Background: an optimization exercise with open tools, aiming at small area. Do not read the settings as production practice.
No run shown here included a check of the RTL's function; only the layout flow was run.

==> design/flow/design.v <==
module frx_ring #(
    parameter W = 12
) (
    input  wire         clk,
    input  wire         we,
    input  wire [W-1:0] wd,
    output wire [W-1:0] head,
    output wire [W-1:0] tail
);
    reg [W*64-1:0] r;
    assign head = r[W-1:0];
    assign tail = r[W*64-1:W*63];
    always @(posedge clk)
        r <= {we ? wd : head, r[W*64-1:W]};
endmodule
module frx_ring4 #(
    parameter W = 12
) (
    input  wire         clk,
    input  wire         we,
    input  wire [1:0]   wp,
    input  wire [W-1:0] wd,
    output wire [W-1:0] head
);
    reg [W*64-1:0] r;
    assign head = r[W-1:0];
    wire [W-1:0] at16 = r[W*17-1:W*16];
    wire [W-1:0] at32 = r[W*33-1:W*32];
    wire [W-1:0] at48 = r[W*49-1:W*48];
    always @(posedge clk)
        r <= {(we && wp == 2'd0) ? wd : head, r[W*64-1:W*49],
              (we && wp == 2'd3) ? wd : at48, r[W*48-1:W*33],
              (we && wp == 2'd2) ? wd : at32, r[W*32-1:W*17],
              (we && wp == 2'd1) ? wd : at16, r[W*16-1:W]};
endmodule
module frx_cnt (
    input  wire        clk,
    input  wire        clear,
    input  wire        first,
    input  wire [1:0]  inc,
    output reg  [31:0] r
);
    reg        c;
    wire       h = r[0];
    wire [1:0] t = first ? ({1'b0, h} + inc) : {h & c, h ^ c};
    always @(posedge clk) begin
        c <= t[1];
        r <= {!clear && t[0], r[31:1]};
    end
endmodule
module frx_channel #(
    parameter CAP = 64,
    parameter IW  = 7
) (
    input  wire          clk,
    input  wire          rst,
    input  wire          do_play,        
    input  wire          do_stop,        
    input  wire          do_reset,       
    input  wire          do_volume,
    input  wire [6:0]    vol_new,
    input  wire          do_drain,       
    input  wire          start_fail,
    input  wire          do_fill,        
    input  wire [IW-1:0] fill_new,
    input  wire          fill_we,
    input  wire [11:0]   fill_wd,
    output wire [11:0]   rd_code,        
    output wire [11:0]   rd_last,        
    output reg           act,
    output reg  [IW-1:0] fill_index,
    output reg  [1:0]    out_state,
    output reg           underrun,
    output reg  [6:0]    volume
);
    localparam [1:0] OUT_OFF = 2'd0, OUT_RUNNING = 2'd1, OUT_FALLBACK = 2'd2;
    reg mid;
    wire        full = fill_index[IW-1];
    wire [11:0] h0, h1, t0, t1;
    frx_ring #(.W(12)) u_b0 (.clk(clk), .we(fill_we && act),  .wd(fill_wd), .head(h0), .tail(t0));
    frx_ring #(.W(12)) u_b1 (.clk(clk), .we(fill_we && !act), .wd(fill_wd), .head(h1), .tail(t1));
    assign rd_code = mid ? 12'd2048 : (act ? h1 : h0);
    assign rd_last = mid ? 12'd2048 : (act ? t1 : t0);
    always @(posedge clk) begin
        if (rst) begin
            act        <= 1'b0;
            mid        <= 1'b1;
            fill_index <= {IW{1'b0}};
            out_state  <= OUT_OFF;
            underrun   <= 1'b0;
            volume     <= 7'd100;
        end else begin
            if (do_play) begin
                if (full) begin
                    act        <= ~act;
                    mid        <= 1'b0;
                    fill_index <= {IW{1'b0}};
                end
                underrun  <= 1'b0;
                out_state <= start_fail ? OUT_FALLBACK : OUT_RUNNING;
            end
            if (do_stop)
                out_state <= OUT_OFF;
            if (do_reset) begin
                mid        <= 1'b1;
                fill_index <= {IW{1'b0}};
                underrun   <= 1'b0;
            end
            if (do_volume)
                volume <= vol_new;
            if (do_drain) begin
                if (full) begin
                    act        <= ~act;
                    mid        <= 1'b0;
                    fill_index <= {IW{1'b0}};
                    underrun   <= 1'b0;
                    out_state  <= start_fail ? OUT_FALLBACK : OUT_RUNNING;
                end else begin
                    underrun   <= 1'b1;
                end
            end
            if (do_fill)
                fill_index <= fill_new;
        end
    end
endmodule
module frx_add #(
    parameter N = 8
) (
    input  wire [N-1:0] a,
    input  wire [N-1:0] b,
    input  wire         ci,
    output wire [N-1:0] s,
    output wire         co
);
    wire [N:0] c;
    assign c[0] = ci;
    genvar i;
    generate
        for (i = 0; i < N; i = i + 1) begin : bit_
            assign s[i]   = a[i] ^ b[i] ^ c[i];
            assign c[i+1] = (a[i] & b[i]) | (c[i] & (a[i] ^ b[i]));
        end
    endgenerate
    assign co = c[N];
endmodule
module frx_conv (
    input  wire [11:0] o,
    input  wire [6:0]  v,
    output wire [11:0] code
);
    wire        neg = o[11];
    wire [10:0] l   = o[10:0];
    wire [17:0] a0 = {7'd0, v[0] ? l : 11'd0};
    wire [11:0] s1; wire c1;
    frx_add #(.N(12)) u1 (.a(a0[11:0]), .b({v[1] ? l : 11'd0, neg}), .ci(1'b0), .s(s1), .co(c1));
    wire [17:0] a1 = {5'd0, c1, s1};
    wire [11:0] s2; wire c2;
    frx_add #(.N(12)) u2 (.a(a1[12:1]), .b({v[2] ? l : 11'd0, neg}), .ci(1'b0), .s(s2), .co(c2));
    wire [17:0] a2 = {4'd0, c2, s2, a1[0]};
    wire [10:0] s3; wire c3;
    frx_add #(.N(11)) u3 (.a(a2[13:3]), .b(v[3] ? l : 11'd0), .ci(1'b0), .s(s3), .co(c3));
    wire [17:0] a3 = {3'd0, c3, s3, a2[2:0]};
    wire [10:0] s4; wire c4;
    frx_add #(.N(11)) u4 (.a(a3[14:4]), .b(v[4] ? l : 11'd0), .ci(1'b0), .s(s4), .co(c4));
    wire [17:0] a4 = {2'd0, c4, s4, a3[3:0]};
    wire [10:0] s5; wire c5;
    frx_add #(.N(11)) u5 (.a(a4[15:5]), .b(v[5] ? l : 11'd0), .ci(neg), .s(s5), .co(c5));
    wire [17:0] a5 = {1'd0, c5, s5, a4[4:0]};
    wire [10:0] s6; wire c6;
    frx_add #(.N(11)) u6 (.a(a5[16:6]), .b(v[6] ? l : 11'd0), .ci(neg), .s(s6), .co(c6));
    wire [17:0] a6 = {c6, s6, a5[5:0]};
    wire [7:0] hi; wire hco;
    frx_add #(.N(8)) uh (.a(8'd100), .b(neg ? {1'b1, ~v} : 8'd0), .ci(neg), .s(hi), .co(hco));
    wire [7:0] xh; wire xco;
    frx_add #(.N(8)) ux (.a({1'b0, a6[17:11]}), .b(hi), .ci(1'b0), .s(xh), .co(xco));
    wire [18:0] x = {xh, a6[10:0]};
    wire [6:0] r [0:12];
    assign r[0] = x[18:12];
    genvar i;
    generate
        for (i = 0; i < 12; i = i + 1) begin : dv
            wire [7:0] t = {r[i], x[11-i]};
            wire       q = t[7] | (t[6] & t[5] & (t[4] | t[3] | t[2]));
            wire [4:0] d; wire dco;
            frx_add #(.N(5)) us (.a(t[6:2]), .b(5'd7), .ci(1'b0), .s(d), .co(dco));
            assign code[11-i] = q;
            assign r[i+1]     = q ? {d, t[1:0]} : t[6:0];
        end
    endgenerate
endmodule
module frx_core (
    input  wire        clk,
    input  wire        rst,
    input  wire        ev_valid,
    input  wire [3:0]  ev_type,
    input  wire [15:0] ev_arg,
    output wire        ev_ready,
    output reg         resp_valid,
    output reg  [31:0] resp_data,      
    output wire        ready_out
);
    localparam CAP       = 64;
    localparam IW        = 7;               
    localparam LAND_SIZE = 4 + 2 * CAP;     
    localparam CW        = 8;               
    localparam [3:0] EV_SEL_ASSERT   = 4'd0,
                     EV_RX_BYTE      = 4'd1,
                     EV_RX_ERROR     = 4'd2,
                     EV_SEL_DEASSERT = 4'd3,
                     EV_DRAIN_DONE   = 4'd5,
                     EV_STATUS_READ  = 4'd6,
                     EV_CTRL_WRITE   = 4'd7,
                     EV_SAMPLE_READ  = 4'd8;
    reg  [5:0] ph;
    reg        rclr;                 
    reg        clring;               
    wire       ph0   = (ph == 6'd0);
    wire       first = (ph[4:0] == 5'd0);
    wire       last  = (ph[4:0] == 5'd31);
    reg            rx_capturing;
    reg            rx_armed;
    reg  [CW-1:0]  rx_count;
    reg  [CW-1:0]  last_captured;
    reg            h_c0, h_da;          
    reg            f_ch0, bad_ch;       
    reg  [7:0]     b2, b3, lo;          
    wire           act        [0:1];
    wire [IW-1:0]  fill_index [0:1];
    wire [1:0]     out_state  [0:1];
    wire           underrun   [0:1];
    wire [6:0]     volume     [0:1];
    wire [11:0]    rd_code    [0:1];
    wire [11:0]    rd_last    [0:1];
    wire play0 = (out_state[0] != 2'd0);
    wire play1 = (out_state[1] != 2'd0);
    wire full0 = fill_index[0][IW-1];
    wire full1 = fill_index[1][IW-1];
    wire clk_running = play0 || play1;
    assign ready_out = clk_running || (!full0 && !full1);
    wire       v    = ev_valid && !rclr;
    wire [3:0] t    = ev_type;
    wire       dch  = ev_arg[8];
    wire [4:0] widx = ev_arg[6:2];
    wire byte_ok = rx_capturing && rx_armed && (rx_count < LAND_SIZE);
    wire d_run   = dch ? (out_state[1] == 2'd1) : (out_state[0] == 2'd1);
    wire d_full  = dch ? full1 : full0;
    wire clr_c   = (widx == 5'd24) && ev_arg[8];
    wire e_assert  = v && (t == EV_SEL_ASSERT) && !rx_capturing;
    wire e_byte    = v && (t == EV_RX_BYTE) && byte_ok;
    wire e_rxerr   = v && (t == EV_RX_ERROR);
    wire e_deass   = v && (t == EV_SEL_DEASSERT) && rx_capturing;
    wire e_drain   = v && (t == EV_DRAIN_DONE) && d_run;
    wire e_status  = v && (t == EV_STATUS_READ);
    wire e_clr     = v && (t == EV_CTRL_WRITE) && clr_c;
    wire e_sample  = v && (t == EV_SAMPLE_READ);
    wire runt       = rx_count < 4;
    wire cmd_short  = rx_count < 5;
    wire cmd_known  = (b2 == 8'h01) || (b2 == 8'h02) || (b2 == 8'h03) || (b2 == 8'hFF);
    wire bad_count  = ({b2, b3} == 16'd0) || ({b2, b3} > CAP);
    wire [6:0] f_n  = b3[6:0];                          
    wire data_short = ({1'b0, rx_count} < (9'd4 + {1'b0, f_n, 1'b0}));
    wire parse    = rx_armed;
    wire cmd_ok   = parse && !runt && h_c0 && !cmd_short && !bad_ch && cmd_known;
    wire data_ok  = parse && !runt && h_da && !bad_count && !data_short && !bad_ch;
    wire err_header = parse && !runt &&
                      ((!h_c0 && !h_da) || (h_c0 && !cmd_short && !bad_ch && !cmd_known));
    wire err_chlen  = parse && (runt ||
                      (h_c0 && cmd_short) || (h_c0 && !cmd_short && bad_ch) ||
                      (h_da && (bad_count || data_short || bad_ch)));
    wire c_ch   = f_ch0;
    wire c_play = cmd_ok && (b2 == 8'h01);
    wire c_stop = cmd_ok && (b2 == 8'h02);
    wire c_vol  = cmd_ok && (b2 == 8'h03);
    wire c_rst  = cmd_ok && (b2 == 8'hFF);
    wire c_playing    = c_ch ? play1 : play0;
    wire c_full       = c_ch ? full1 : full0;
    wire runs_disable = (c_play || c_stop || c_rst) && c_playing;
    wire stops        = (c_stop || c_rst) && c_playing;
    wire [6:0] vol_new = ((b3 != 8'd0) || (lo > 8'd100)) ? 7'd100 : lo[6:0];
    wire [IW-1:0] f_fi  = c_ch ? fill_index[1] : fill_index[0];
    wire [7:0]    f_end = {1'b0, f_fi} + {1'b0, f_n};
    wire [IW-1:0] f_new = (f_end[7:6] != 2'd0) ? 7'd64 : f_end[6:0];
    wire [6:0]    f_m   = f_new - f_fi;
    reg [1:0] tf_inc;
    always @(*) begin
        tf_inc = 2'd0;
        if (e_assert && ev_arg[0])
            tf_inc = ev_arg[1] ? 2'd2 : 2'd1;
        if (e_rxerr)
            tf_inc = ev_arg[1] ? 2'd2 : 2'd1;
        if (e_deass)
            tf_inc = {1'b0, rx_armed && ev_arg[0]} +
                     {1'b0, runs_disable && ev_arg[1]};
    end
    wire        [11:0] o     = {ev_arg[7:0], lo[7:4]};
    wire        [6:0]  f_vol = c_ch ? volume[1] : volume[0];
    wire        [11:0] code;
    frx_conv u_conv (.o(o), .v(f_vol), .code(code));
    wire conv_ev = e_byte && rx_count[0] && (rx_count >= 5) && h_da && !bad_ch;
    wire [6:0] c_j    = rx_count[7:1] - 7'd2;
    wire [6:0] c_slot = f_fi + c_j;
    wire       c_need = f_fi[6] || !c_slot[6];
    wire [5:0] c_dist = {c_slot[4:0], c_slot[5]} - ph;
    wire       conv_acc = !c_need || (c_dist[3:0] == 4'd0);
    wire cnt_ev  = (e_assert && ev_arg[0]) || e_rxerr || e_deass || e_drain || e_clr;
    wire copy_ev = e_deass && data_ok && !c_full;
    reg  armed;                       
    wire cnt_acc = copy_ev ? (armed && ph0) : first;
    wire st_cnt  = (widx >= 5'd3 && widx <= 5'd7) || (widx >= 5'd11 && widx <= 5'd13) ||
                   (widx >= 5'd19 && widx <= 5'd21);
    wire samp_acc = (ph == {ev_arg[4:0], ev_arg[5]});
    wire acc = cnt_ev   ? cnt_acc :
               e_status ? (!st_cnt || first) :
               e_sample ? samp_acc :
               conv_ev  ? conv_acc : 1'b1;
    assign ev_ready = !rclr && (!ev_valid || acc);
    wire go = ev_valid && ev_ready;
    wire [11:0] s_head;
    frx_ring4 #(.W(12)) u_stage (
        .clk(clk), .we(go && conv_ev && c_need), .wp(c_dist[5:4]), .wd(code), .head(s_head));
    wire [5:0] h_slot = {ph[0], ph[5:1]};           
    wire copy = copy_ev && (armed || ph0) &&
                ({1'b0, h_slot} >= f_fi) && ({2'b0, h_slot} < f_end);
    wire cnt_clear = rst || rclr || clring || (go && e_clr);
    wire [31:0] c_tf, c_ih, c_icl, c_cf, c_df, c_sw0, c_sw1, c_un0, c_un1;
    wire g_dea = go && e_deass;
    wire g_drn = go && e_drain;
    frx_cnt u_tf  (.clk(clk), .clear(cnt_clear), .first(first), .inc(go ? tf_inc : 2'd0), .r(c_tf));
    frx_cnt u_ih  (.clk(clk), .clear(cnt_clear), .first(first), .inc({1'b0, g_dea && err_header}), .r(c_ih));
    frx_cnt u_icl (.clk(clk), .clear(cnt_clear), .first(first), .inc({1'b0, g_dea && err_chlen}), .r(c_icl));
    frx_cnt u_cf  (.clk(clk), .clear(cnt_clear), .first(first), .inc({1'b0, g_dea && cmd_ok}), .r(c_cf));
    frx_cnt u_df  (.clk(clk), .clear(cnt_clear), .first(first), .inc({1'b0, g_dea && data_ok}), .r(c_df));
    frx_cnt u_sw0 (.clk(clk), .clear(cnt_clear), .first(first),
        .inc({1'b0, (g_dea && c_play && c_full && !c_ch) || (g_drn && d_full && !dch)}), .r(c_sw0));
    frx_cnt u_sw1 (.clk(clk), .clear(cnt_clear), .first(first),
        .inc({1'b0, (g_dea && c_play && c_full && c_ch) || (g_drn && d_full && dch)}), .r(c_sw1));
    frx_cnt u_un0 (.clk(clk), .clear(cnt_clear), .first(first),
        .inc({1'b0, g_drn && !d_full && !dch}), .r(c_un0));
    frx_cnt u_un1 (.clk(clk), .clear(cnt_clear), .first(first),
        .inc({1'b0, g_drn && !d_full && dch}), .r(c_un1));
    reg  [31:0] c_ts0, c_ts1;
    reg  [5:0]  ts_c;
    reg         ts_ch;
    wire        ts_ld  = g_dea && data_ok;
    wire        ts_sel = ts_ld ? c_ch : ts_ch;
    wire        ts_h   = ts_sel ? c_ts1[0] : c_ts0[0];
    wire [6:0]  ts_t   = ts_ld ? ({6'd0, ts_h} + f_m) : ({6'd0, ts_h} + {1'b0, ts_c});
    wire        ts_n0  = ts_sel ? c_ts0[0] : ts_t[0];
    wire        ts_n1  = ts_sel ? ts_t[0] : c_ts1[0];
    always @(posedge clk) begin
        if (rst || last)
            ts_c <= 6'd0;
        else
            ts_c <= ts_t[6:1];
        if (ts_ld)
            ts_ch <= c_ch;
        c_ts0 <= {!cnt_clear && ts_n0, c_ts0[31:1]};
        c_ts1 <= {!cnt_clear && ts_n1, c_ts1[31:1]};
    end
    genvar g;
    generate
        for (g = 0; g < 2; g = g + 1) begin : ch
            wire sel_cmd   = (c_ch == g);
            wire sel_drain = (dch == g);
            frx_channel #(.CAP(CAP), .IW(IW)) u_ch (
                .clk        (clk),
                .rst        (rst),
                .do_play    (g_dea && c_play && sel_cmd),
                .do_stop    (g_dea && stops && sel_cmd),
                .do_reset   (g_dea && c_rst && sel_cmd),
                .do_volume  (g_dea && c_vol && sel_cmd),
                .vol_new    (vol_new),
                .do_drain   (g_drn && sel_drain),
                .start_fail (ev_arg[2]),
                .do_fill    (g_dea && data_ok && sel_cmd),
                .fill_new   (f_new),
                .fill_we    (copy && sel_cmd),
                .fill_wd    (s_head),
                .rd_code    (rd_code[g]),
                .rd_last    (rd_last[g]),
                .act        (act[g]),
                .fill_index (fill_index[g]),
                .out_state  (out_state[g]),
                .underrun   (underrun[g]),
                .volume     (volume[g])
            );
        end
    endgenerate
    always @(posedge clk) begin
        if (rst) begin
            ph            <= 6'd0;
            rclr          <= 1'b1;
            clring        <= 1'b0;
            armed         <= 1'b0;
            rx_capturing  <= 1'b0;
            rx_armed      <= 1'b0;
            rx_count      <= {CW{1'b0}};
            last_captured <= {CW{1'b0}};
        end else begin
            ph    <= ph + 6'd1;
            armed <= copy_ev && (armed || ph0) && !go;
            if (last) begin
                rclr   <= 1'b0;
                clring <= 1'b0;
            end
            if (go && e_clr) begin
                clring        <= 1'b1;
                last_captured <= {CW{1'b0}};
            end
            if (go && e_assert) begin
                rx_capturing <= 1'b1;
                rx_count     <= {CW{1'b0}};
                rx_armed     <= !(ev_arg[0] && ev_arg[1]);
            end
            if (go && e_byte)
                rx_count <= rx_count + 1'b1;
            if (go && e_rxerr)
                rx_armed <= 1'b0;
            if (g_dea) begin
                rx_capturing  <= 1'b0;
                rx_armed      <= 1'b0;
                last_captured <= rx_count;
            end
        end
    end
    always @(posedge clk) begin
        if (go && e_byte) begin
            if (rx_count == 8'd0) begin
                h_c0 <= (ev_arg[7:0] == 8'hC0);
                h_da <= (ev_arg[7:0] == 8'hDA);
            end
            if (rx_count == 8'd1) begin
                f_ch0  <= ev_arg[0];
                bad_ch <= (ev_arg[7:1] != 7'd0);
            end
            if (rx_count == 8'd2)
                b2 <= ev_arg[7:0];
            if (rx_count == 8'd3)
                b3 <= ev_arg[7:0];
            if (!rx_count[0] && (rx_count >= 8'd4) && ((rx_count == 8'd4) || !h_c0))
                lo <= ev_arg[7:0];
        end
    end
    reg       q_smp, q_ch;
    reg [4:0] q_idx;
    always @(posedge clk) begin
        q_smp <= (t == EV_SAMPLE_READ);
        q_ch  <= dch;
        q_idx <= widx;
    end
    wire [31:0] v_tf  = {c_tf[30:0],  c_tf[31]};
    wire [31:0] v_ih  = {c_ih[30:0],  c_ih[31]};
    wire [31:0] v_icl = {c_icl[30:0], c_icl[31]};
    wire [31:0] v_cf  = {c_cf[30:0],  c_cf[31]};
    wire [31:0] v_df  = {c_df[30:0],  c_df[31]};
    wire [31:0] v_ts0 = {c_ts0[30:0], c_ts0[31]};
    wire [31:0] v_sw0 = {c_sw0[30:0], c_sw0[31]};
    wire [31:0] v_un0 = {c_un0[30:0], c_un0[31]};
    wire [31:0] v_ts1 = {c_ts1[30:0], c_ts1[31]};
    wire [31:0] v_sw1 = {c_sw1[30:0], c_sw1[31]};
    wire [31:0] v_un1 = {c_un1[30:0], c_un1[31]};
    reg [31:0] status_word;
    always @(*) begin
        case (q_idx)
            5'd0:  status_word = {28'd0, clk_running, rx_armed, rx_capturing, ready_out};
            5'd1:  status_word = {24'd0, rx_count};
            5'd2:  status_word = {24'd0, last_captured};
            5'd3:  status_word = v_tf;
            5'd4:  status_word = v_ih;
            5'd5:  status_word = v_icl;
            5'd6:  status_word = v_cf;
            5'd7:  status_word = v_df;
            5'd8:  status_word = {26'd0, out_state[0], act[0],
                                  fill_index[0][6] | fill_index[0][5], underrun[0], play0};
            5'd9:  status_word = {25'd0, fill_index[0]};
            5'd10: status_word = {25'd0, volume[0]};
            5'd11: status_word = v_ts0;
            5'd12: status_word = v_sw0;
            5'd13: status_word = v_un0;
            5'd16: status_word = {26'd0, out_state[1], act[1],
                                  fill_index[1][6] | fill_index[1][5], underrun[1], play1};
            5'd17: status_word = {25'd0, fill_index[1]};
            5'd18: status_word = {25'd0, volume[1]};
            5'd19: status_word = v_ts1;
            5'd20: status_word = v_sw1;
            5'd21: status_word = v_un1;
            default: status_word = 32'd0;
        endcase
    end
    always @(*)
        resp_data = q_smp ? {20'd0, rd_last[q_ch]} : status_word;
    always @(posedge clk) begin
        if (rst)
            resp_valid <= 1'b0;
        else
            resp_valid <= go && (e_status || e_sample);
    end
endmodule
==> design/flow/flow/run.sh <==
#!/bin/bash
# The standard layout (the standard.sh: ORFS synthesis through final),
# with clock tree synthesis told not to add dummy loads for balancing.
set -euo pipefail
export CTS_ARGS="-sink_clustering_enable -repair_clock_nets -sink_clustering_size 16 -sink_clustering_max_diameter 40 -buf_list sky130_fd_sc_hd__clkbuf_8 -dont_use_dummy_load"
bash standard.sh > standard_flow.log 2>&1
==> design/flow/standard.sh <==
#!/bin/bash
# synth_recipe.tcl (not shown) runs the flow's synth.tcl, then flattens the netlist and writes it again
# the make line also repeats each setting of config.mk as NAME=value (left out here)
make -C /OpenROAD-flow-scripts/flow DESIGN_CONFIG=/design/flow/config.mk WORK_HOME=/design/flow/orfs CLKGATE_MAP_FILE= SYNTH_SCRIPT=/design/flow/synth_recipe.tcl "${@:-finish}"
==> design/flow/config.mk <==
export PLATFORM = sky130hd
export DESIGN_NAME = frx_core
export DESIGN_NICKNAME = frx_core
export VERILOG_FILES = /design/flow/design.v
export SDC_FILE = /design/flow/constraint.sdc
export NUM_CORES = 4
export LEC_CHECK = 0
export CAP_MARGIN = 20
export CORE_MARGIN = 2
export CORE_UTILIZATION = 65
export CTS_BUF_LIST = sky130_fd_sc_hd__clkbuf_8
export CTS_CLUSTER_DIAMETER = 40
export CTS_CLUSTER_SIZE = 16
export PLACE_DENSITY = 0.75
export SLEW_MARGIN = 20
==> design/flow/constraint.sdc <==
create_clock -name core_clock -period 25.0 [get_ports {clk}]
set_input_delay 5.0000 -clock core_clock [delete_from_list [all_inputs] [get_ports {clk}]]
set_output_delay 5.0000 -clock core_clock [all_outputs]
set_load 0.01 [all_outputs]
==> flow_summary.yaml, run 1 <==
run_status:
  outcome: "no timing/DRC/antenna violations"
sta:
  timing.final.crit_share_pct: 96.5
  fin_crit_ns: 24.12
  slew_viol_final: 0
  fmax_mhz: 41.5
  worst_hold_slack_ns: 0.225
  worst_pin_slew_ns: 1.05
  slew_headroom_pct: 30.1
  tns_ns: 0
  finalSetupViolCount: 0
  clock_skew_ns: 0.129
  hold_viol: 0
synth:
  yosys_warnings: 6
  async_flop_share_pct: 0
  syn_nets: 6373
  yosys-top-cells-area: "dfxtp_1, ha_1, fa_1"
  yosysTopAreaCell: "dfxtp_1"
  synth_edf_count: 28
  synthFlopType: "dfxtp_1"
  synth_area_per_cell_um2: 16.2
  seq_area_frac_synth_pct: 86.7
  syn_area_um2: 99800
  yosysUniqueCellTypes: 97
  syn_inst: 6153
  synth_top_area_share_pct: 85.9
  ys_ff_latch: 4309
floorplanning:
  core_area_um2: 152000
  dieArea_um2: 157000
  die-width_um: 396
  die_y_um: 396
  start_util_pct: 65.5
  io_pins: 58
  rows: 143
global_route:
  grt_pass1_vias: 44300
  gr-total-overflow: 0
  grt_max_degree: 69
  grt_pass1_wl_mm: 247
  grt_use_total_pct: 20.3
  grt_antenna_before_repair: 6
worst_setup_path:
  reg2reg_slack_ns: 3.81
  max_stage_delay_ns: 0.58
  reg2reg_to: "u_stage.r[372]"
  crit_type: "input port to flop"
  crit_slowest_cell: "fa_1"
  crit_top_cell: "inv_1"
  cp.required_ns: 25.87
  crit_arrival_ns: 24.98
  rr_worst_depth: 85
  cp-start-kind: "input port"
  worstReg2RegStart: "f_ch0"
  cp_max_fo: 7
  end_kind: "flop"
layout:
  area_growth_pct: 9.48
  final_nets: 6869
  final_common_cell: "dfxtp_1"
  fin_util_pct: 71.8
  drive_gt1_share_pct: 11.3
  fill_cells: 9251
  largestRegisters: "ch.u_ch.u_b0.r: 1536 flops, ch.u_ch.u_b1.r: 1536 flops, u_stage.r: 768 flops"
  final_cell_mix: "dfxtp_1, clkbuf_8, nand2_1"
  layout.cells.non_filler: 8683
clocking:
  cts_buffers: 372
  h-tree-depth: 5
  root_buffer: "clkbuf_8"
  cts_tree: "done"
  clockBufferDepth: 4
  clkSlewWorstSetupHoldPaths_ns: 0.09
  clock_sinks: 4309
  clk_latency_ns: 1.02
route:
  drcViolationCount: 0
  ant_nets: 0
  finalWirelength_mm: 157
  drt_iter0_markers: 2251
  vias: 42500
  avgRoutedWirePerCell_um: 18.1
  via_per_inst: 4.90
  drt_pass1_iterations: 7
worst_hold_path:
  hold_depth: 0
  hold_path_class: "flop to flop"
  hp-start: "ch[1].u_ch.u_b0.r[224]"
  hold_end: "ch[1].u_ch.u_b0.r[212]"
run:
  cap_violations: 0
place:
  gp_congestion: 0.936
  port_buffers: 50
  place.detailed.hpwl_mm: 96.8
  place_inst: 8298
through the flow:
| stage | cell area, um2 | setup WS (ns) |
|---|---|---|
| detailed placement | 104000 | -0.858 |
| finish | 109000 | 0.885 |
| global placement | 104000 | -0.757 |
| floorplan | 99900 | 0.00183 |
| CTS | 109000 | 0.153 |
| global route | 109000 | -0.00950 |
synth_stat cells, drive strengths merged, types with 17 or more instances:
cell type	instances
a31oi	33
nor2	162
a221oi	57
a22oi	78
mux2i	78
a21o	27
and2	32
a222oi	20
xnor2	32
xor2	19
nand3	41
o22ai	17
nand4	19
nor3	32
ha	125
clkbuf	92
edfxtp	28
nand2	201
buf	21
a211oi	19
inv	138
a21oi	70
nor2b	56
dfxtp	4281
mux2	86
o21ai	101
fa	72
a22o	25
nand2b	18
routing by layer:
layer / share of wire (%) / wire length (um) / global-route usage, %
met3: 3.6 / 5740 / 3.53
met1: 48 / 76300 / 29.1
met2: 45 / 71000 / 31.5
met5: 0.0057 / 9 / 0
met4: 2.8 / 4370 / 7.20
critical path, delay by kind of cell:
kind | cells | cell delay [ns]
fa+ha+maj | 37 | 12.51
compound gates | 14 | 3.27
simple gates | 11 | 1.98
buf+inv | 18 | 1.43
xor+xnor | 3 | 0.51
mux | 1 | 0.25
final cells by class:
| class | count | area [um2] | area share, % |
|---|---|---|---|
| sequential | 4309 | 86500 | 79.2 |
| multi-input combinational | 1593 | 12600 | 11.5 |
| timing repair buffer | 235 | 1930 | 1.77 |
| tap | 2030 | 2540 | 2.32 |
| inverter | 138 | 518 | 0.474 |
| clock buffer | 372 | 5120 | 4.69 |
| antenna | 6 | 15.0 | 0.0137 |
logic make-up (layout without fill, tap and decap cells):
logic type | Yosys count | in the layout | synth area share, %
AOI/OAI and AO/OA | 535 | 535 | 3.90
xor gates and xnor gates | 53 | 53 | 0.503
muxes | 164 | 164 | 1.76
buffers and inverters | 251 | 745 | 0.983
adders and majority gates | 197 | 197 | 3.01
other | 0 | 6 | 0
and+or+nand+nor | 644 | 644 | 3.12
DFF | 4309 | 4309 | 86.7
how the worst max path moves through the flow:
stage          startpoint              to  cells after the start
6_report        ev_arg[7]  u_stage.r[372]                     84
5_1_grt         ev_arg[7]  u_stage.r[372]                     85
4_1_cts         ev_arg[7]  u_stage.r[180]                     85
3_5_place_dp    ev_arg[7]  u_stage.r[756]                     84
3_3_place_gp    ev_arg[7]  u_stage.r[756]                     86
2_1_floorplan   ev_arg[7]  u_stage.r[180]                     88
repair_timing:
item                                    CTS  global route
hold endpoints to repair                  0             0
resized for setup                         0            37
endpoints found under the setup margin    0             8
buffers inserted                          0             4
hold buffers                              0             0
==> run 2, diff against run 1 <==
==> design/flow/flow/run.sh (replaced) <==
#!/bin/bash
# The standard layout (the standard.sh: ORFS synthesis through final),
# with clock tree synthesis told not to add dummy loads for balancing.
set -euo pipefail
export CTS_ARGS="-sink_clustering_enable -repair_clock_nets -sink_clustering_size 26 -sink_clustering_max_diameter 40 -buf_list sky130_fd_sc_hd__clkbuf_16 -dont_use_dummy_load"
bash standard.sh > standard_flow.log 2>&1
==> flow_summary.yaml, run 2 <==
run_status:
  outcome: "no timing/DRC/antenna violations"
worst_setup_path:
  cp_max_fo: 7
  reg2reg_to: "u_stage.r[756]"
  cp.required_ns: 25.80
  max_stage_delay_ns: 0.58
  worstReg2RegStart: "f_ch0"
  cp-start-kind: "input port"
  reg2reg_slack_ns: 3.92
  crit_slowest_cell: "fa_1"
  crit_arrival_ns: 24.93
  rr_worst_depth: 84
  end_kind: "flop"
  crit_type: "input port to flop"
global_route:
  grt_antenna_before_repair: 7
  grt_pass1_wl_mm: 276
  grt_max_degree: 69
  grt_pass1_vias: 46700
  gr-total-overflow: 0
  grt_use_total_pct: 23.1
sta:
  tns_ns: 0
  hold_viol: 0
  slew_headroom_pct: 25.2
  fmax_mhz: 41.5
  fin_crit_ns: 24.12
  slew_viol_final: 0
  timing.final.crit_share_pct: 96.5
  worst_hold_slack_ns: 0.259
  finalSetupViolCount: 0
  clock_skew_ns: 0.108
  worst_pin_slew_ns: 1.12
  rsz0062_at_grt: "false"
  fin_ws_ns: 0.878
worst_hold_path:
  hp-start: "ch[1].u_ch.u_b0.r[80]"
  hold_path_class: "flop to flop"
  hold_end: "ch[1].u_ch.u_b0.r[68]"
  hold_depth: 0
floorplanning:
  die-width_um: 396
  rows: 143
  start_util_pct: 65.5
  die_y_um: 396
  dieArea_um2: 157000
  io_pins: 58
  core_area_um2: 152000
synth:
  yosys_warnings: 6
  syn_area_um2: 99800
  synthFlopType: "dfxtp_1"
  synth_edf_count: 28
  yosys-top-cells-area: "dfxtp_1, ha_1, fa_1"
  syn_nets: 6373
  synth_most_common_cell: "dfxtp_1"
  ys_ff_latch: 4309
  yosysUniqueCellTypes: 97
  yosysTopAreaCell: "dfxtp_1"
  synth_area_per_cell_um2: 16.2
  synth_top_area_share_pct: 85.9
  seq_area_frac_synth_pct: 86.7
  syn_inst: 6153
  ys_top_cells_by_count: "dfxtp_1, nand2_1, nor2_1, inv_1, ha_1"
  async_flop_share_pct: 0
place:
  place.detailed.hpwl_mm: 96.8
  place_ws_ns: -0.858
  place_inst: 8298
  port_buffers: 50
  gp_congestion: 0.936
  placed_cell_area_um2: 104000
run:
  cap_violations: 0
clocking:
  postCtsHoldBufs: 0
  root_buffer: "clkbuf_16"
  cts_tree: "done"
  clkSlewWorstSetupHoldPaths_ns: 0.08
  clock_sinks: 4309
  h-tree-depth: 5
  clockBufferDepth: 4
  clk_latency_ns: 0.93
  cts_buffers: 330
route:
  finalWirelength_mm: 178
  drt_pass1_iterations: 6
  drt_iter0_markers: 2573
  vias: 43300
  ant_nets: 0
  drcViolationCount: 0
  avgRoutedWirePerCell_um: 20.6
  via_per_inst: 5.01
layout:
  final_cell_mix: "dfxtp_1, clkbuf_16, nand2_1"
  layout.cells.non_filler: 8638
  drive_gt1_share_pct: 10.8
  final_nets: 6828
  fill_cells: 8694
  largestRegisters: "ch.u_ch.u_b0.r: 1536 flops, ch.u_ch.u_b1.r: 1536 flops, u_stage.r: 768 flops"
  final_common_cell: "dfxtp_1"
  postLayoutCellArea_um2: 112000
  fin_util_pct: 73.8
  area_growth_pct: 12.6
## run 2: cell counts after synthesis
No cell type changed its count.
## run 2: what timing repair did
item,4_1_cts,5_1_grt
gates resized for setup,0,41
setup buffers,0,6
endpoints found under the setup margin,0,8
## run 2: worst max-delay path, delay by kind of cell
family          cells  cell delay (ns)
simple gates        7             1.24
compound gates     14             3.42
xor+xnor            4             0.65
mux                 2             0.60
buf+inv            19             1.61
fa+ha+maj          37            12.34
## run 2: cell type report
| class | instances | area (um2) | area share [%] |
|---|---|---|---|
| Multi-Input combinational cell | 1593 | 12600 | 11.2 |
| Clock buffer | 330 | 8260 | 7.35 |
| Inverter | 138 | 518 | 0.461 |
| Timing Repair Buffer | 236 | 1930 | 1.72 |
| Tap cell | 2030 | 2540 | 2.26 |
| Antenna cell | 2 | 5.00 | 0.00445 |
| Sequential cell | 4309 | 86500 | 77.0 |
## run 2: how the worst max path moves through the flow
stage | start | endpoint | slack, ns
after floorplan | ev_arg[7] | u_stage.r[180] | 0.002
after global placement | ev_arg[7] | u_stage.r[756] | -0.76
after detailed placement | ev_arg[7] | u_stage.r[756] | -0.86
after CTS | ev_arg[7] | u_stage.r[180] | 0.006
after global routing | ev_arg[7] | u_stage.r[564] | 0.007
final | ev_arg[7] | u_stage.r[756] | 0.88
## run 2: kinds of logic after synthesis
group | synth area share [%]
DFF | 86.7
buffers and inverters | 0.983
xor gates and xnor gates | 0.503
and+or+nand+nor | 3.12
adders and majority gates | 3.01
AOI/OAI and AO/OA | 3.90
muxes | 1.76
## run 2: metal layers
metal,global-route usage (%),share of wire [%],up-vias
met2,38.1,48,908
met1,31.5,46,21200
li1,-,-,20800
met3,3.50,3.6,363
met4,7.49,2.7,0
met5,0,0,-
==> run 3, diff against run 2 <==
--- a/design/flow/design.v
+++ b/design/flow/design.v
@@ -261,3 +261,4 @@
     wire [6:0] f_n  = b3[6:0];                          
-    wire data_short = ({1'b0, rx_count} < (9'd4 + {1'b0, f_n, 1'b0}));
+    wire [6:0] c_j  = rx_count[7:1] - 7'd2;
+    wire data_short = (c_j < f_n);
     wire parse    = rx_armed;
@@ -300,7 +301,7 @@
     wire conv_ev = e_byte && rx_count[0] && (rx_count >= 5) && h_da && !bad_ch;
-    wire [6:0] c_j    = rx_count[7:1] - 7'd2;
     wire [6:0] c_slot = f_fi + c_j;
     wire       c_need = f_fi[6] || !c_slot[6];
-    wire [5:0] c_dist = {c_slot[4:0], c_slot[5]} - ph;
-    wire       conv_acc = !c_need || (c_dist[3:0] == 4'd0);
+    wire [5:0] c_phys = {c_slot[4:0], c_slot[5]};
+    wire [1:0] c_wp   = c_phys[5:4] - ph[5:4];      
+    wire       conv_acc = !c_need || (c_phys[3:0] == ph[3:0]);
     wire cnt_ev  = (e_assert && ev_arg[0]) || e_rxerr || e_deass || e_drain || e_clr;
@@ -320,3 +321,3 @@
     frx_ring4 #(.W(12)) u_stage (
-        .clk(clk), .we(go && conv_ev && c_need), .wp(c_dist[5:4]), .wd(code), .head(s_head));
+        .clk(clk), .we(go && conv_ev && c_need), .wp(c_wp), .wd(code), .head(s_head));
     wire [5:0] h_slot = {ph[0], ph[5:1]};           
@@ -347,3 +348,3 @@
     wire        ts_h   = ts_sel ? c_ts1[0] : c_ts0[0];
-    wire [6:0]  ts_t   = ts_ld ? ({6'd0, ts_h} + f_m) : ({6'd0, ts_h} + {1'b0, ts_c});
+    wire [6:0]  ts_t   = {6'd0, ts_h} + (ts_ld ? f_m : {1'b0, ts_c});
     wire        ts_n0  = ts_sel ? c_ts0[0] : ts_t[0];
==> design/flow/flow/run.sh (replaced) <==
#!/bin/bash
# The standard layout (the standard.sh: ORFS synthesis through final),
# with clock tree synthesis told not to add dummy loads for balancing.
set -euo pipefail
export CTS_ARGS="-sink_clustering_enable -repair_clock_nets -sink_clustering_size 19 -sink_clustering_max_diameter 40 -buf_list sky130_fd_sc_hd__clkbuf_8 -dont_use_dummy_load"
bash standard.sh > standard_flow.log 2>&1
==> flow_summary.yaml, run 3 <==
run_status:
  outcome: "no timing/DRC/antenna violations"
synth:
  yosysTopAreaCell: "dfxtp_1"
  yosys-top-cells-area: "dfxtp_1, fa_1, ha_1"
  yosys_warnings: 6
  synth_area_per_cell_um2: 16.2
  synth_most_common_cell: "dfxtp_1"
  syn_inst: 6120
  ys_top_cells_by_count: "dfxtp_1, nor2_1, nand2_1, inv_1, ha_1"
  syn_area_um2: 99400
  ys_ff_latch: 4309
  syn_nets: 6328
  yosysUniqueCellTypes: 86
  synthFlopType: "dfxtp_1"
  synth_top_area_share_pct: 86.2
  seq_area_frac_synth_pct: 87.0
  synth_edf_count: 28
  async_flop_share_pct: 0
place:
  place_inst: 8226
  gp_congestion: 0.880
  port_buffers: 50
  place.detailed.hpwl_mm: 94.0
route:
  drt_iter0_markers: 2177
  drt_pass1_iterations: 6
  avgRoutedWirePerCell_um: 18.3
  ant_nets: 0
  vias: 42000
  via_per_inst: 4.89
  finalWirelength_mm: 157
  drcViolationCount: 0
worst_setup_path:
  max_stage_delay_ns: 0.58
  cp_max_fo: 10
  end_kind: "flop"
  crit_top_cell: "fa_1"
  cp.required_ns: 25.87
  crit_slowest_cell: "fa_2"
  crit_arrival_ns: 24.81
  crit_type: "input port to flop"
  cp-start-kind: "input port"
layout:
  final_cell_mix: "dfxtp_1, clkbuf_8, nand2_1"
  regArea_um2: 86500
  final_common_cell: "dfxtp_1"
  fin_util_pct: 71.1
  final_nets: 6753
  layout.cells.non_filler: 8580
  largestRegisters: "ch.u_ch.u_b0.r: 1536 flops, ch.u_ch.u_b1.r: 1536 flops, u_stage.r: 768 flops"
  multiInputGateArea_um2: 12100
  fill_cells: 9223
  area_growth_pct: 8.64
  drive_gt1_share_pct: 9.67
clocking:
  postCtsHoldBufs: 0
  clk_latency_ns: 1.02
  cts_buffers: 344
  clockBufferDepth: 4
  root_buffer: "clkbuf_8"
  cts_tree: "done"
  h-tree-depth: 5
  clkSlewWorstSetupHoldPaths_ns: 0.10
  clock_sinks: 4309
sta:
  slew_headroom_pct: 24.7
  worst_pin_slew_ns: 1.13
  clock_skew_ns: 0.109
  finalSetupViolCount: 0
  slew_viol_final: 0
  fin_crit_ns: 23.94
  fmax_mhz: 41.8
  timing.final.crit_share_pct: 95.8
  hold_viol: 0
floorplanning:
  die_y_um: 395
  core_area_um2: 152000
  start_util_pct: 65.5
  die-width_um: 395
  io_pins: 58
  rows: 143
  dieArea_um2: 156000
run:
  cap_violations: 0
global_route:
  grt_pass1_wl_mm: 245
  grt_max_degree: 74
  grt_antenna_before_repair: 7
  gr-total-overflow: 0
  grt_pass1_vias: 43800
  grt_use_total_pct: 20.2
worst_hold_path:
  hold_path_class: "flop to flop"
[run 3: worst paths after layout]
kind                 startpoint             end  slack [ns]  depth (start not counted)
setup / recovery      ev_arg[7]  u_stage.r[564]        1.06                         80
hold reg to reg   u_stage.r[60]   u_stage.r[48]        0.25                          0
setup reg to reg          f_ch0  u_stage.r[564]        3.98                         81
hold / removal    u_stage.r[60]   u_stage.r[48]        0.25                          0
[run 3: area by class of cell]
cell class / count / share of cell area [%]
Inverter: 128 / 0.445
Timing Repair Buffer: 199 / 1.51
Multi-Input combinational cell: 1563 / 11.2
Sequential cell: 4309 / 80.1
Antenna cell: 7 / 0.0162
Clock buffer: 344 / 4.38
Tap cell: 2030 / 2.35
[run 3: per-layer routing]
| metal | vias to the layer above | track usage (%) | part of all wire (%) |
|---|---|---|---|
| met4 | 0 | 7.42 | 3.1 |
| met5 | - | 0 | 0 |
| met2 | 917 | 31.2 | 44 |
| met1 | 20200 | 29.0 | 48 |
| met3 | 375 | 3.61 | 4.6 |
| li1 | 20500 | - | - |
[run 3: critical path, delay by kind of cell]
family / cells / cell delay (ns)
simple gates: 5 / 0.65
mux: 4 / 1.11
compound gates: 13 / 2.97
fa+ha+maj: 35 / 12.50
xor+xnor: 5 / 0.87
buf+inv: 18 / 1.69
[run 3: through the flow]
stage                     hold WS, ns  setup WS (ns)  setup TNS (ns)  instance area, um2
after floorplan                 0.310          0.271               0               99400
after global placement          0.310         -0.692           -3.83              103000
after detailed placement        0.312         -0.700           -3.99              103000
after CTS                       0.254          0.255               0              108000
after global routing            0.247        -0.0203         -0.0548              108000
final                           0.245           1.06               0              108000
[run 3: logic make-up after synthesis]
| logic type | synth area share (%) |
|---|---|
| AO/OA/AOI/OAI | 3.73 |
| XOR/XNOR | 0.531 |
| adder cells (fa/ha/maj) | 2.87 |
| buffers and inverters | 0.998 |
| flip-flops | 87.0 |
| multiplexers | 1.74 |
| AND/OR/NAND/NOR | 3.11 |
[run 3: repair_timing]
| action | 4_1_cts | 5_1_grt |
|---|---|---|
| setup endpoints to repair | 0 | 8 |
| buffers inserted | 0 | 1 |
| gates resized for setup | 0 | 22 |

## port drivers added, routing unchanged
The results above use ideal ports. As a check the final layouts listed here were re-extracted and re-timed, cells and wires unchanged.
Step 1: set_driving_cell puts a clkbuf_16 on clk and a buf_2 on each other input, an assumption about the parent block.
Step 2 also shifts input and output timing later by t, the mid clock arrival at the registers, as if the neighbouring blocks saw the same clock.
Three values: no drivers, after step 1, after step 2; two values: the first two.
| run | t (ns) | slack for setup (ns) | slew at the worst register clock pin (ns) |
|---|---|---|---|
| run 1 | 1.038 | 0.885 / 0.929 / -0.109 | 0.10 / 0.10 |
| run 2 | 0.950 | 0.878 / 0.926 / -0.024 | 0.11 / 0.11 |
| run 3 | 1.053 | 1.057 / 1.123 / 0.070 | 0.12 / 0.12 |
Met with ideal ports but missed after step 2: setup timing in run 1 and run 2. The setup slack of run 1, which loses most, moves by +0.044 ns with the drivers and by -0.994 ns with both steps.
